Context: an optimization exercise on an open-source flow, tuned for small area, a short achievable clock period and few clock cycles per item. The choices shown serve that exercise and are no tape-out recipe.
Where RTL was checked, it was by simulation tests only, not by an equivalence proof against the original.
No activity file was given, so power comes from the tool's default toggle rates.

==> inputs of run K <==
==> flow/design.v (excerpt) <==
module ccu (
    input  wire        clk,
    input  wire        rst,
    input  wire        in_valid,
    output wire        in_ready,
    input  wire [7:0]  in_op,
    input  wire [31:0] in_cmask_r,
    input  wire [31:0] in_cmask_g,
    input  wire [31:0] in_cmask_b,
    input  wire [31:0] in_cmask_a,
    input  wire [31:0] in_cdepth,
    input  wire [7:0]  in_ctotal,
    input  wire [31:0] in_raw,
    input  wire [31:0] in_comp_r,
    input  wire [31:0] in_comp_g,
    input  wire [31:0] in_comp_b,
    input  wire [31:0] in_comp_a,
    input  wire [63:0] in_bytes,
    output wire        out_valid,
    input  wire        out_ready,
    output wire [3:0]  out_err,
    output wire [2:0]  out_errinfo,
    output wire [31:0] out_raw,
    output wire [31:0] out_rgba,
    output wire [63:0] out_bytes
);
    localparam [7:0] OP_VALIDATE = 8'h10;
    localparam [7:0] OP_UNPACK   = 8'h11;
    localparam [7:0] OP_PACK     = 8'h12;
    localparam [7:0] OP_DECODE   = 8'h13;
    localparam [7:0] OP_ENCODE   = 8'h14;
    localparam [3:0] E_NONE     = 4'd0;
    localparam [3:0] E_SPEC     = 4'd4;
    localparam [3:0] E_COMP     = 4'd5;
    localparam [3:0] E_ILLEGAL  = 4'd9;
    wire [7:0] T   = in_ctotal;
    wire [3:0] bpp = T[6:3];
    wire is_legal  = (in_op >= OP_VALIDATE) && (in_op <= OP_ENCODE);
    wire is_unpack = (in_op == OP_UNPACK) || (in_op == OP_DECODE);
    wire is_pack   = (in_op == OP_PACK);
    wire is_encode = (in_op == OP_ENCODE);
    reg [31:0] src;
    always @(*) begin
        if (in_op == OP_DECODE) begin
            case (bpp)
                4'd1:    src = {24'd0, in_bytes[7:0]};
                4'd2:    src = {16'd0, in_bytes[15:0]};
                4'd3:    src = {8'd0, in_bytes[23:0]};
                default: src = in_bytes[31:0];
            endcase
  ...
export LEC_CHECK = 0
export CAP_MARGIN = 20
export CORE_MARGIN = 2
export CORE_UTILIZATION = 55
export PLACE_DENSITY = 0.7
export SETUP_SLACK_MARGIN = 4
export SLEW_MARGIN = 20
create_clock -name core_clock -period 12.0 [get_ports {clk}]
run.sh (not shown) runs the stock make flow with config.mk's settings and CLKGATE_MAP_FILE= SYNTH_SCRIPT=/design/flow/synth_recipe.tcl, a recipe that flattens the netlist after the stock synthesis.
==> inputs of run C, as changes to run K <==
--- a/flow/design.v
+++ b/flow/design.v
@@ -1,42 +1,21 @@
 module ccu_ch (
     input  wire [31:0] m,
     input  wire [7:0]  d,
     input  wire [31:0] src,      
     input  wire [7:0]  c,        
+    input  wire        unp,      
     output wire        ok,       
     output wire [7:0]  q,        
     output wire [31:0] pk        
 );
     integer i;
-    function [1:0] cmp32;
-        input [31:0] a, b;
-        reg   [31:0] lt, eq;
-        integer l, n;
-        begin
-            lt = b;
-            eq = ~(a ^ b);
-            for (l = 0; l < 5; l = l + 1)
-                for (n = 0; n < (16 >> l); n = n + 1) begin
-                    lt[n] = eq[2*n+1] ? lt[2*n] : lt[2*n+1];
-                    eq[n] = eq[2*n+1] & eq[2*n];
-                end
-            cmp32 = {lt[0] & ~eq[0], eq[0]};
-        end
-    endfunction
     reg [4:0] top, tz;
     always @(*) begin
-        top[4] = |m[31:16];
-        top[3] = top[4] ? |m[31:24] : |m[15:8];
-        case (top[4:3])
-            2'd3: top[2] = |m[31:28];
-            2'd2: top[2] = |m[23:20];
-            2'd1: top[2] = |m[15:12];
-            default: top[2] = |m[7:4];
-        endcase
-        top[1] = |m[{top[4:2], 2'b10} +: 2];
-        top[0] = m[{top[4:1], 1'b1}];
+        top = 5'd0;
+        for (i = 0; i < 32; i = i + 1)
+            if (m[i]) top = i[4:0];
         tz = 5'd0;
         for (i = 31; i >= 0; i = i - 1)
             if (m[i]) tz = i[4:0];
     end
     reg [31:0] lo_or, hi_or;
@@ -50,40 +29,29 @@
     end
     wire contig = ((lo_or & hi_or) == m);
     wire mz     = (m == 32'd0);
     wire len_ok = ({2'b0, tz} + {1'b0, d[5:0]}) == ({2'b0, top} + 7'd1);
     assign ok = mz ? (d == 8'd0) : (contig && d[7:6] == 2'b00 && len_ok);
-    reg [31:0] x;
-    always @(*)
-        for (i = 0; i < 32; i = i + 1)
-            x[i] = (src[i] & m[i]) | ((i < 8) ? c[7-i] : 1'b0);
-    wire [31:0] z16 = top[4] ? x   : {x[15:0], 16'd0};
-    wire [31:0] z8  = top[3] ? z16 : {z16[23:0], 8'd0};
-    wire [31:0] z4  = top[2] ? z8  : {z8[27:0], 4'd0};
-    wire [31:0] z2  = top[1] ? z4  : {z4[29:0], 2'd0};
-    wire [31:0] z   = top[0] ? z2  : {z2[30:0], 1'd0};
+    wire [4:0] lzc = ~top;
+    reg  [31:0] x;
+    always @(*) begin
+        if (unp)
+            x = src & m;
+        else
+            for (i = 0; i < 32; i = i + 1)
+                x[i] = (i < 8) ? c[7-i] : 1'b0;
+    end
+    wire [31:0] z = x << lzc;
     reg [31:0] zr;
     always @(*)
         for (i = 0; i < 32; i = i + 1)
             zr[i] = z[31-i];
     assign pk = zr & m;
     wire [7:0]  a_big = z[31:24];
-    reg  [23:0] th;
-    always @(*) begin
-        th = 24'd0;
-        for (i = 9; i <= 32; i = i + 1)
-            if (d[5:0] == i) th = ~(24'hffffff >> (i - 8));
-    end
-    wire [23:0] zl   = z[23:0];
-    wire [23:0] zh   = z[31:8] & th;
-    wire [1:0]  ct   = cmp32({8'd0, zl}, {8'd0, zh});
-    wire        lt_t = ct[1];
-    wire        eq_t = ct[0];
-    wire [15:0] a2   = {a_big, a_big} << d[2:0];
-    wire [7:0]  arot = a2[15:8];
-    wire [1:0]  cb   = cmp32({24'd0, a_big}, {24'd0, arot});
-    wire        b_big = lt_t | (eq_t & cb[1]);
+    wire [4:0]  k     = d[4:0] - 5'd8;
+    wire [31:0] y     = {z[23:0], 8'd0} | ({a_big, 24'd0} >> k);
+    wire        b_big = (y < z);
     reg [7:0] a_sm;
     reg [6:0] xs, ys;
     integer dd, j;
     always @(*) begin
         a_sm = 8'd0;
@@ -97,20 +65,13 @@
                     xs[6-j] = z[31 - j];
                     ys[6-j] = z[31 - ((8 + j) % dd)];
                 end
             end
     end
-    wire [1:0] cs = cmp32({25'd0, ys}, {25'd0, xs});
-    wire b_sm = cs[1];
-    wire       big = (d[5:3] != 3'd0);
-    wire [7:0] a   = big ? a_big : a_sm;
-    reg  [7:0] am1;
-    always @(*)
-        for (i = 0; i < 8; i = i + 1)
-            am1[i] = a[i] ^ ~|(a & ~(8'hff << i));
-    wire       b   = big ? b_big : b_sm;
-    assign q = b ? am1 : a;
+    wire b_sm = (ys < xs);
+    wire big = (d[5:3] != 3'd0);
+    assign q = big ? (a_big - {7'd0, b_big}) : (a_sm - {7'd0, b_sm});
 endmodule
 module ccu (
     input  wire        clk,
     input  wire        rst,
     input  wire        in_valid,
@@ -158,28 +119,26 @@
                 4'd1:    src = {24'd0, in_bytes[7:0]};
                 4'd2:    src = {16'd0, in_bytes[15:0]};
                 4'd3:    src = {8'd0, in_bytes[23:0]};
                 default: src = in_bytes[31:0];
             endcase
-        end else if (in_op == OP_UNPACK) begin
+        end else begin
             src = in_raw;
-        end else begin
-            src = 32'd0;
         end
     end
     wire [31:0] comp0 = in_comp_r, comp1 = in_comp_g, comp2 = in_comp_b, comp3 = in_comp_a;
-    wire [7:0]  c0 = is_encode ? in_bytes[7:0] : is_pack ? comp0[7:0] : 8'd0;
-    wire [7:0]  c1 = is_encode ? in_bytes[15:8] : is_pack ? comp1[7:0] : 8'd0;
-    wire [7:0]  c2 = is_encode ? in_bytes[23:16] : is_pack ? comp2[7:0] : 8'd0;
-    wire [7:0]  c3 = is_encode ? in_bytes[31:24] : is_pack ? comp3[7:0] : 8'd0;
+    wire [7:0]  c0 = is_encode ? in_bytes[7:0]   : comp0[7:0];
+    wire [7:0]  c1 = is_encode ? in_bytes[15:8]  : comp1[7:0];
+    wire [7:0]  c2 = is_encode ? in_bytes[23:16] : comp2[7:0];
+    wire [7:0]  c3 = is_encode ? in_bytes[31:24] : comp3[7:0];
     wire        ok0, ok1, ok2, ok3;
     wire [7:0]  q0, q1, q2, q3;
     wire [31:0] pk0, pk1, pk2, pk3;
-    ccu_ch ch0 (.m(in_cmask_r), .d(in_cdepth[7:0]),   .src(src), .c(c0), .ok(ok0), .q(q0), .pk(pk0));
-    ccu_ch ch1 (.m(in_cmask_g), .d(in_cdepth[15:8]),  .src(src), .c(c1), .ok(ok1), .q(q1), .pk(pk1));
-    ccu_ch ch2 (.m(in_cmask_b), .d(in_cdepth[23:16]), .src(src), .c(c2), .ok(ok2), .q(q2), .pk(pk2));
-    ccu_ch ch3 (.m(in_cmask_a), .d(in_cdepth[31:24]), .src(src), .c(c3), .ok(ok3), .q(q3), .pk(pk3));
+    ccu_ch ch0 (.m(in_cmask_r), .d(in_cdepth[7:0]),   .src(src), .c(c0), .unp(is_unpack), .ok(ok0), .q(q0), .pk(pk0));
+    ccu_ch ch1 (.m(in_cmask_g), .d(in_cdepth[15:8]),  .src(src), .c(c1), .unp(is_unpack), .ok(ok1), .q(q1), .pk(pk1));
+    ccu_ch ch2 (.m(in_cmask_b), .d(in_cdepth[23:16]), .src(src), .c(c2), .unp(is_unpack), .ok(ok2), .q(q2), .pk(pk2));
+    ccu_ch ch3 (.m(in_cmask_a), .d(in_cdepth[31:24]), .src(src), .c(c3), .unp(is_unpack), .ok(ok3), .q(q3), .pk(pk3));
     wire [7:0] dsum = {2'b0, in_cdepth[5:0]}   + {2'b0, in_cdepth[13:8]} +
                       {2'b0, in_cdepth[21:16]} + {2'b0, in_cdepth[29:24]};
     wire t_bad = (T == 8'd0) || (T[2:0] != 3'd0) || (T > 8'd64);
     wire s_bad = (dsum > T);
     wire cb0 = |comp0[31:8], cb1 = |comp1[31:8], cb2 = |comp2[31:8], cb3 = |comp3[31:8];
- CORE_UTILIZATION: 55 -> 40
- PLACE_DENSITY: 0.7 -> 0.6
- SETUP_SLACK_MARGIN: 4 -> default
==> notes <==
- Run C completed without violations. Run K stopped in 5_1_grt on GRT-0232.
- Between run K and run C, the lower synthesized area is in run C (gap about 1.9%, measured against run C).
- In run K the synthesized cell count is higher than in run C, by about 4%.
==> figures <==
|  | run C | run K |
|---|---|---|
| Result of the run | complete, no violations | did not finish |
| Stage where the flow stopped | - | 5_1_grt |
| DPL Wire Length | 149 mm | 136 mm |
| Syn avg cell area | 6.61 µm² | 6.48 µm² |
| Post-synthesis cell type with the largest combined area | ha_1 | mux2i_1 |
| Fraction of the yosys area taken by sequential cells | 3.99% | 3.92% |
| Cell area reported after detailed placement | 34,900 µm² | 34,900 µm² |
| Cell count after synthesis | 4,404 | 4,579 |
| Fraction of the mapped netlist area in adder cells | 10.0% | 4.98% |
| Parity-gate share of the synthesized area counting xor and xnor cells | 3.01% | 5.82% |
| Die boundary height | 274 µm | 236 µm |
| Initial core utilization | 40.6% | 55.3% |
| CTS resizes | 0 | 846 |
| Cell area after synthesis | 29,100 µm² | 29,700 µm² |
| Pre-CTS setup slack | 803 ps | 1280 ps |
| Unique cell type count in the Yosys netlist | 124 | 114 |
| Multiplexer fraction of the synthesized cell area | 10.5% | 12.3% |
Testbench counts of run C, summed over its fixed seeds: cycles 12,008, items 12,000.
Only the layout flow was run in run K; the RTL was not checked for function there.

==> inputs of run a <==
==> flow/design.v <==
module ccu_ch (
    input  wire [31:0] m,
    input  wire [7:0]  d,
    input  wire [31:0] src,      
    input  wire [7:0]  c,        
    output wire        ok,       
    output wire [7:0]  q,        
    output wire [31:0] pk        
);
    integer i;
    reg [4:0] top, tz;
    always @(*) begin
        top[4] = |m[31:16];
        top[3] = top[4] ? |m[31:24] : |m[15:8];
        case (top[4:3])
            2'd3: top[2] = |m[31:28];
            2'd2: top[2] = |m[23:20];
            2'd1: top[2] = |m[15:12];
            default: top[2] = |m[7:4];
        endcase
        top[1] = |m[{top[4:2], 2'b10} +: 2];
        top[0] = m[{top[4:1], 1'b1}];
        tz = 5'd0;
        for (i = 31; i >= 0; i = i - 1)
            if (m[i]) tz = i[4:0];
    end
    reg [31:0] lo_or, hi_or;
    always @(*) begin
        lo_or[0] = m[0];
        for (i = 1; i < 32; i = i + 1)
            lo_or[i] = lo_or[i-1] | m[i];
        hi_or[31] = m[31];
        for (i = 30; i >= 0; i = i - 1)
            hi_or[i] = hi_or[i+1] | m[i];
    end
    wire contig = ((lo_or & hi_or) == m);
    wire mz     = (m == 32'd0);
    wire len_ok = ({2'b0, tz} + {1'b0, d[5:0]}) == ({2'b0, top} + 7'd1);
    assign ok = mz ? (d == 8'd0) : (contig && d[7:6] == 2'b00 && len_ok);
    reg [31:0] x;
    always @(*)
        for (i = 0; i < 32; i = i + 1)
            x[i] = (src[i] & m[i]) | ((i < 8) ? c[7-i] : 1'b0);
    wire [31:0] z16 = top[4] ? x   : {x[15:0], 16'd0};
    wire [31:0] z8  = top[3] ? z16 : {z16[23:0], 8'd0};
    wire [31:0] z4  = top[2] ? z8  : {z8[27:0], 4'd0};
    wire [31:0] z2  = top[1] ? z4  : {z4[29:0], 2'd0};
    wire [31:0] z   = top[0] ? z2  : {z2[30:0], 1'd0};
    reg [31:0] zr;
    always @(*)
        for (i = 0; i < 32; i = i + 1)
            zr[i] = z[31-i];
    assign pk = zr & m;
    wire [7:0]  a_big = z[31:24];
    reg  [23:0] th;
    always @(*)
        for (i = 8; i < 32; i = i + 1)
            th[i-8] = ({2'b0, d[5:0]} >= 8'd40 - i);
    wire [23:0] zl   = z[23:0];
    wire [23:0] zh   = z[31:8] & th;
    wire        lt_t = zl < zh;
    wire        eq_t = zl == zh;
    wire [15:0] a2   = {a_big, a_big} << d[2:0];
    wire [7:0]  arot = a2[15:8];
    wire        b_big = lt_t | (eq_t & (a_big < arot));
    reg [7:0] a_sm;
    reg [6:0] xs, ys;
    integer dd, j;
    always @(*) begin
        a_sm = 8'd0;
        xs   = 7'd0;
        ys   = 7'd0;
        for (dd = 1; dd < 8; dd = dd + 1)
            if (d[2:0] == dd) begin
                for (j = 0; j < 8; j = j + 1)
                    a_sm[7-j] = z[31 - (j % dd)];
                for (j = 0; j < dd; j = j + 1) begin
                    xs[6-j] = z[31 - j];
                    ys[6-j] = z[31 - ((8 + j) % dd)];
                end
            end
    end
    wire b_sm = (ys < xs);
    wire       big = (d[5:3] != 3'd0);
    wire [7:0] a   = big ? a_big : a_sm;
    wire [7:0] am1 = a - 8'd1;
    wire       b   = big ? b_big : b_sm;
    assign q = b ? am1 : a;
endmodule
module ccu (
    input  wire        clk,
    input  wire        rst,
    input  wire        in_valid,
    output wire        in_ready,
    input  wire [7:0]  in_op,
    input  wire [31:0] in_cmask_r,
    input  wire [31:0] in_cmask_g,
    input  wire [31:0] in_cmask_b,
    input  wire [31:0] in_cmask_a,
    input  wire [31:0] in_cdepth,
    input  wire [7:0]  in_ctotal,
    input  wire [31:0] in_raw,
    input  wire [31:0] in_comp_r,
    input  wire [31:0] in_comp_g,
    input  wire [31:0] in_comp_b,
    input  wire [31:0] in_comp_a,
    input  wire [63:0] in_bytes,
    output wire        out_valid,
    input  wire        out_ready,
    output wire [3:0]  out_err,
    output wire [2:0]  out_errinfo,
    output wire [31:0] out_raw,
    output wire [31:0] out_rgba,
    output wire [63:0] out_bytes
);
    localparam [7:0] OP_VALIDATE = 8'h10;
    localparam [7:0] OP_UNPACK   = 8'h11;
    localparam [7:0] OP_PACK     = 8'h12;
    localparam [7:0] OP_DECODE   = 8'h13;
    localparam [7:0] OP_ENCODE   = 8'h14;
    localparam [3:0] E_NONE     = 4'd0;
    localparam [3:0] E_SPEC     = 4'd4;
    localparam [3:0] E_COMP     = 4'd5;
    localparam [3:0] E_ILLEGAL  = 4'd9;
    wire [7:0] T   = in_ctotal;
    wire [3:0] bpp = T[6:3];
    wire is_legal  = (in_op >= OP_VALIDATE) && (in_op <= OP_ENCODE);
    wire is_unpack = (in_op == OP_UNPACK) || (in_op == OP_DECODE);
    wire is_pack   = (in_op == OP_PACK);
    wire is_encode = (in_op == OP_ENCODE);
    reg [31:0] src;
    always @(*) begin
        if (in_op == OP_DECODE) begin
            case (bpp)
                4'd1:    src = {24'd0, in_bytes[7:0]};
                4'd2:    src = {16'd0, in_bytes[15:0]};
                4'd3:    src = {8'd0, in_bytes[23:0]};
                default: src = in_bytes[31:0];
            endcase
        end else if (in_op == OP_UNPACK) begin
            src = in_raw;
        end else begin
            src = 32'd0;
        end
    end
    wire [31:0] comp0 = in_comp_r, comp1 = in_comp_g, comp2 = in_comp_b, comp3 = in_comp_a;
    wire [7:0]  c0 = is_encode ? in_bytes[7:0] : is_pack ? comp0[7:0] : 8'd0;
    wire [7:0]  c1 = is_encode ? in_bytes[15:8] : is_pack ? comp1[7:0] : 8'd0;
    wire [7:0]  c2 = is_encode ? in_bytes[23:16] : is_pack ? comp2[7:0] : 8'd0;
    wire [7:0]  c3 = is_encode ? in_bytes[31:24] : is_pack ? comp3[7:0] : 8'd0;
    wire        ok0, ok1, ok2, ok3;
    wire [7:0]  q0, q1, q2, q3;
    wire [31:0] pk0, pk1, pk2, pk3;
    ccu_ch ch0 (.m(in_cmask_r), .d(in_cdepth[7:0]),   .src(src), .c(c0), .ok(ok0), .q(q0), .pk(pk0));
    ccu_ch ch1 (.m(in_cmask_g), .d(in_cdepth[15:8]),  .src(src), .c(c1), .ok(ok1), .q(q1), .pk(pk1));
    ccu_ch ch2 (.m(in_cmask_b), .d(in_cdepth[23:16]), .src(src), .c(c2), .ok(ok2), .q(q2), .pk(pk2));
    ccu_ch ch3 (.m(in_cmask_a), .d(in_cdepth[31:24]), .src(src), .c(c3), .ok(ok3), .q(q3), .pk(pk3));
    wire [7:0] dsum = {2'b0, in_cdepth[5:0]}   + {2'b0, in_cdepth[13:8]} +
                      {2'b0, in_cdepth[21:16]} + {2'b0, in_cdepth[29:24]};
    wire t_bad = (T == 8'd0) || (T[2:0] != 3'd0) || (T > 8'd64);
    wire s_bad = (dsum > T);
    wire cb0 = |comp0[31:8], cb1 = |comp1[31:8], cb2 = |comp2[31:8], cb3 = |comp3[31:8];
    reg [3:0] err;
    reg [2:0] info;
    always @(*) begin
        err  = E_NONE;
        info = 3'd0;
        if (!is_legal)                 err = E_ILLEGAL;
        else if (!ok0)               begin err = E_SPEC; info = 3'd0; end
        else if (!ok1)               begin err = E_SPEC; info = 3'd1; end
        else if (!ok2)               begin err = E_SPEC; info = 3'd2; end
        else if (!ok3)               begin err = E_SPEC; info = 3'd3; end
        else if (t_bad)              begin err = E_SPEC; info = 3'd4; end
        else if (s_bad)              begin err = E_SPEC; info = 3'd5; end
        else if (is_pack && cb0)     begin err = E_COMP; info = 3'd0; end
        else if (is_pack && cb1)     begin err = E_COMP; info = 3'd1; end
        else if (is_pack && cb2)     begin err = E_COMP; info = 3'd2; end
        else if (is_pack && cb3)     begin err = E_COMP; info = 3'd3; end
    end
    wire [31:0] pack_raw = pk0 | pk1 | pk2 | pk3;
    reg  [31:0] data;
    always @(*) begin
        if (is_unpack)
            data = {q3, q2, q1, q0};
        else if (is_encode)
            case (bpp)
                4'd1:    data = {24'd0, pack_raw[7:0]};
                4'd2:    data = {16'd0, pack_raw[15:0]};
                4'd3:    data = {8'd0, pack_raw[23:0]};
                default: data = pack_raw;
            endcase
        else
            data = pack_raw;
    end
    reg        res_valid;
    reg [3:0]  res_err;
    reg [2:0]  res_info;
    reg [31:0] res_data;
    assign in_ready = !res_valid || out_ready;
    always @(posedge clk) begin
        if (rst)
            res_valid <= 1'b0;
        else if (in_ready)
            res_valid <= in_valid;
    end
    always @(posedge clk) begin
        if (in_ready) begin
            res_err  <= err;
            res_info <= info;
            res_data <= data;
        end
    end
    assign out_valid   = res_valid;
    assign out_err     = res_err;
    assign out_errinfo = res_info;
    assign out_raw     = res_data;
    assign out_rgba    = res_data;
    assign out_bytes   = {32'd0, res_data};
endmodule
==> flow/run.sh <==
#!/bin/bash
# synth_recipe.tcl (not shown) runs the flow's synth.tcl, then flattens the netlist and writes it again
# the make line also repeats each setting of config.mk as NAME=value (left out here)
make -C /OpenROAD-flow-scripts/flow DESIGN_CONFIG=/design/flow/config.mk WORK_HOME=/design/flow/orfs CLKGATE_MAP_FILE= SYNTH_SCRIPT=/design/flow/synth_recipe.tcl finish
==> flow/config.mk <==
export PLATFORM = sky130hd
export DESIGN_NAME = ccu
export DESIGN_NICKNAME = ccu
export VERILOG_FILES = /design/flow/design.v
export SDC_FILE = /design/flow/constraint.sdc
export NUM_CORES = 4
export LEC_CHECK = 0
export CAP_MARGIN = 20
export CORE_MARGIN = 2
export CORE_UTILIZATION = 40
export PLACE_DENSITY = 0.6
export SLEW_MARGIN = 20
==> flow/constraint.sdc <==
create_clock -name core_clock -period 12.0 [get_ports {clk}]
set_input_delay 2.4000 -clock core_clock [delete_from_list [all_inputs] [get_ports {clk}]]
set_output_delay 2.4000 -clock core_clock [all_outputs]
set_load 0.01 [all_outputs]
==> run b: changes against run a <==
==> flow/design.v, changed modules only <==
module ccu_ch (
    input  wire [31:0] m,
    input  wire [7:0]  d,
    input  wire [31:0] src,      
    input  wire [7:0]  c,        
    output wire        ok,       
    output wire [7:0]  q,        
    output wire [31:0] pk        
);
    integer i;
    function [1:0] cmp32;
        input [31:0] a, b;
        reg   [31:0] lt, eq;
        integer l, n;
        begin
            lt = b;
            eq = ~(a ^ b);
            for (l = 0; l < 5; l = l + 1)
                for (n = 0; n < (16 >> l); n = n + 1) begin
                    lt[n] = eq[2*n+1] ? lt[2*n] : lt[2*n+1];
                    eq[n] = eq[2*n+1] & eq[2*n];
                end
            cmp32 = {lt[0] & ~eq[0], eq[0]};
        end
    endfunction
    reg [4:0] tz;
    always @(*) begin
        tz = 5'd0;
        for (i = 31; i >= 0; i = i - 1)
            if (m[i]) tz = i[4:0];
    end
    reg [31:0] lo_or, hi_or;
    integer s;
    always @(*) begin
        lo_or = m;
        hi_or = m;
        for (s = 1; s < 32; s = s * 2) begin
            lo_or = lo_or | (lo_or << s);
            hi_or = hi_or | (hi_or >> s);
        end
    end
    wire contig = ((lo_or & hi_or) == m);
    wire [31:0] edge_hi = hi_or & ~{1'b0, hi_or[31:1]};
    reg  [4:0]  top;
    always @(*) begin
        top = 5'd0;
        for (i = 0; i < 32; i = i + 1)
            top = top | (edge_hi[i] ? i[4:0] : 5'd0);
    end
    wire mz     = (m == 32'd0);
    wire len_ok = ({2'b0, tz} + {1'b0, d[5:0]}) == ({2'b0, top} + 7'd1);
    assign ok = mz ? (d == 8'd0) : (contig && d[7:6] == 2'b00 && len_ok);
    reg [31:0] x;
    always @(*)
        for (i = 0; i < 32; i = i + 1)
            x[i] = (src[i] & m[i]) | ((i < 8) ? c[7-i] : 1'b0);
    wire [31:0] z16 = top[4] ? x   : {x[15:0], 16'd0};
    wire [31:0] z8  = top[3] ? z16 : {z16[23:0], 8'd0};
    wire [31:0] z4  = top[2] ? z8  : {z8[27:0], 4'd0};
    wire [31:0] z2  = top[1] ? z4  : {z4[29:0], 2'd0};
    wire [31:0] z   = top[0] ? z2  : {z2[30:0], 1'd0};
    reg [31:0] zr;
    always @(*)
        for (i = 0; i < 32; i = i + 1)
            zr[i] = z[31-i];
    assign pk = zr & m;
    wire [31:0] w     = src & m;
    wire [31:0] both  = m & {m[23:0], 8'd0};
    wire [1:0]  ct    = cmp32({w[23:0], 8'd0} & both, w & both);
    wire        lt_t  = ct[1];
    wire        eq_t  = ct[0];
    wire [7:0]  a_big = z[31:24];
    wire [15:0] a2    = {a_big, a_big} << d[2:0];
    wire [7:0]  arot  = a2[15:8];
    wire [1:0]  cb    = cmp32({24'd0, a_big}, {24'd0, arot});
    wire        b_big = lt_t | (eq_t & cb[1]);
    reg [7:0] a_sm;
    reg [6:0] xs, ys;
    integer dd, j;
    always @(*) begin
        a_sm = 8'd0;
        xs   = 7'd0;
        ys   = 7'd0;
        for (dd = 1; dd < 8; dd = dd + 1)
            if (d[2:0] == dd) begin
                for (j = 0; j < 8; j = j + 1)
                    a_sm[7-j] = z[31 - (j % dd)];
                for (j = 0; j < dd; j = j + 1) begin
                    xs[6-j] = z[31 - j];
                    ys[6-j] = z[31 - ((8 + j) % dd)];
                end
            end
    end
    wire [1:0] cs = cmp32({25'd0, ys}, {25'd0, xs});
    wire b_sm = cs[1];
    wire       big = (d[5:3] != 3'd0);
    wire [7:0] a   = big ? a_big : a_sm;
    reg  [7:0] am1;
    always @(*)
        for (i = 0; i < 8; i = i + 1)
            am1[i] = a[i] ^ ~|(a & ~(8'hff << i));
    wire       b   = big ? b_big : b_sm;
    assign q = b ? am1 : a;
endmodule
==> flow/flow/run.sh (new file) <==
#!/bin/bash
# Layout flow: the standard flow (standard.sh) with two changes:
#  - synthesis maps the logic with flow/abc.script (an area-recovering ABC
#    script) instead of ORFS's buffering speed script; everything else in the
#    synthesis, registers and their names included, is unchanged;
#  - the port buffers that ORFS inserts on every input and output are
#    sky130_fd_sc_hd__buf_2 rather than the default delay buffer.
# Each tool's log is kept in orfs/logs/; this script's own output in flow_run.log.
set -euo pipefail
W=$PWD
exec > >(tee -a "$W/flow_run.log") 2>&1

sed 's|^  log_cmd abc {\*}\$abc_args$|  log_cmd abc {*}[lreplace $abc_args 1 1 '"$W"'/flow/abc.script]|' \
    "$FLOW_HOME/scripts/synth.tcl" > "$W/synth_abc.tcl"
grep -q "flow/abc.script" "$W/synth_abc.tcl" || { echo "abc line not found in synth.tcl"; exit 1; }
sed 's|source \$::env(SCRIPTS_DIR)/synth.tcl|source '"$W"'/synth_abc.tcl|' \
    "$W/synth_recipe.tcl" > "$W/synth_recipe_abc.tcl"
grep -q "synth_abc.tcl" "$W/synth_recipe_abc.tcl" || { echo "source line not found in synth_recipe.tcl"; exit 1; }

bash "$W/standard.sh" \
    "SYNTH_SCRIPT=$W/synth_recipe_abc.tcl" \
    "BUFFER_PORTS_ARGS=-buffer_cell sky130_fd_sc_hd__buf_2" \
    finish
test -s "$W/out/final.def"
==> flow/flow/abc.script (new file) <==
strash
&get -n
&fraig -x
&put
scorr
dc2
strash
&get -n
&dch -f
&nf -R 1000
&put
==> flow/standard.sh (new file) <==
#!/bin/bash
# synth_recipe.tcl (not shown) runs the flow's synth.tcl, then flattens the netlist and writes it again
# the make line also repeats each setting of config.mk as NAME=value (left out here)
make -C /OpenROAD-flow-scripts/flow DESIGN_CONFIG=/design/flow/config.mk WORK_HOME=/design/flow/orfs CLKGATE_MAP_FILE= SYNTH_SCRIPT=/design/flow/synth_recipe.tcl "${@:-finish}"
SETUP_SLACK_MARGIN = 3   (was not set)
removed: flow/run.sh
==> comparison table <==
item	run a	run b
Status	finished clean	finished clean
Floorplan die width	259.0 um	238.4 um
Relative slew margins	18.86%	15.14%
Post-synthesis compound-gate area fraction	34.85%	35.65%
Area of the core	64350 um^2	54030 um^2
Internal reg-to-reg setup slack	10.69 ns	10.72 ns
Syn_area_per_cell	6.524 um^2	5.947 um^2
Overall routing resource usage	45.85%	49.19%
Global routing met2 resource utilization	66.76%	70.62%
Routed length per placed instance	30.97 um	29.75 um
Via count of the first global-routing pass	32420	30240
Routed length on met1	62010 um	53420 um
Number of DRC markers after the initial detailed-route iteration	5387	5726
Post-CTS setup repair buffer count	0	28
Clock share of power	10.6%	10.3%
Mapped Area	26000 um^2	21970 um^2
Parity-gate share of the synthesized area counting xor and xnor cells	2.425%	3.070%
Share of synthesized area occupied by flip-flops and latches	4.465%	5.285%
Testbench counts of run b, summed over its fixed seeds: cycles 12,008, items 12,000.
No functional check of the RTL was part of run a.

[static timing again, ports no longer ideal]
Ports are ideal in the flow. The routed layouts listed here were re-timed in OpenROAD.
Step 1 (the two cells are an assumption about what drives the block):
set clk [get_ports {clk}]
set_driving_cell -lib_cell sky130_fd_sc_hd__clkbuf_16 $clk
set_driving_cell -lib_cell sky130_fd_sc_hd__buf_2 [delete_from_list [all_inputs] $clk]
Step 2 also shifts input and output timing later by t, the mid clock arrival at the registers, as if the neighbouring blocks saw the same clock.
Three values: ideal, step 1, step 2; two values: the first two.
run | shift t [ns] | slack for setup (ns) | latest minus earliest clock arrival (ns) | slew at the worst register clock pin (ns)
run C | 0.426 | 0.590 / 0.624 / 0.198 | 0.031 / 0.030 | 0.11 / 0.11
run a | 0.393 | 1.052 / 1.081 / 0.689 | 0.018 / 0.019 | 0.08 / 0.08
run b | 0.349 | 3.180 / 3.198 / 2.849 | 0.010 / 0.010 | 0.07 / 0.07
After both steps every run listed still meets setup and hold. For run C, which loses most, drivers alone change the setup slack by +0.034 ns; drivers and shift together by -0.392 ns.
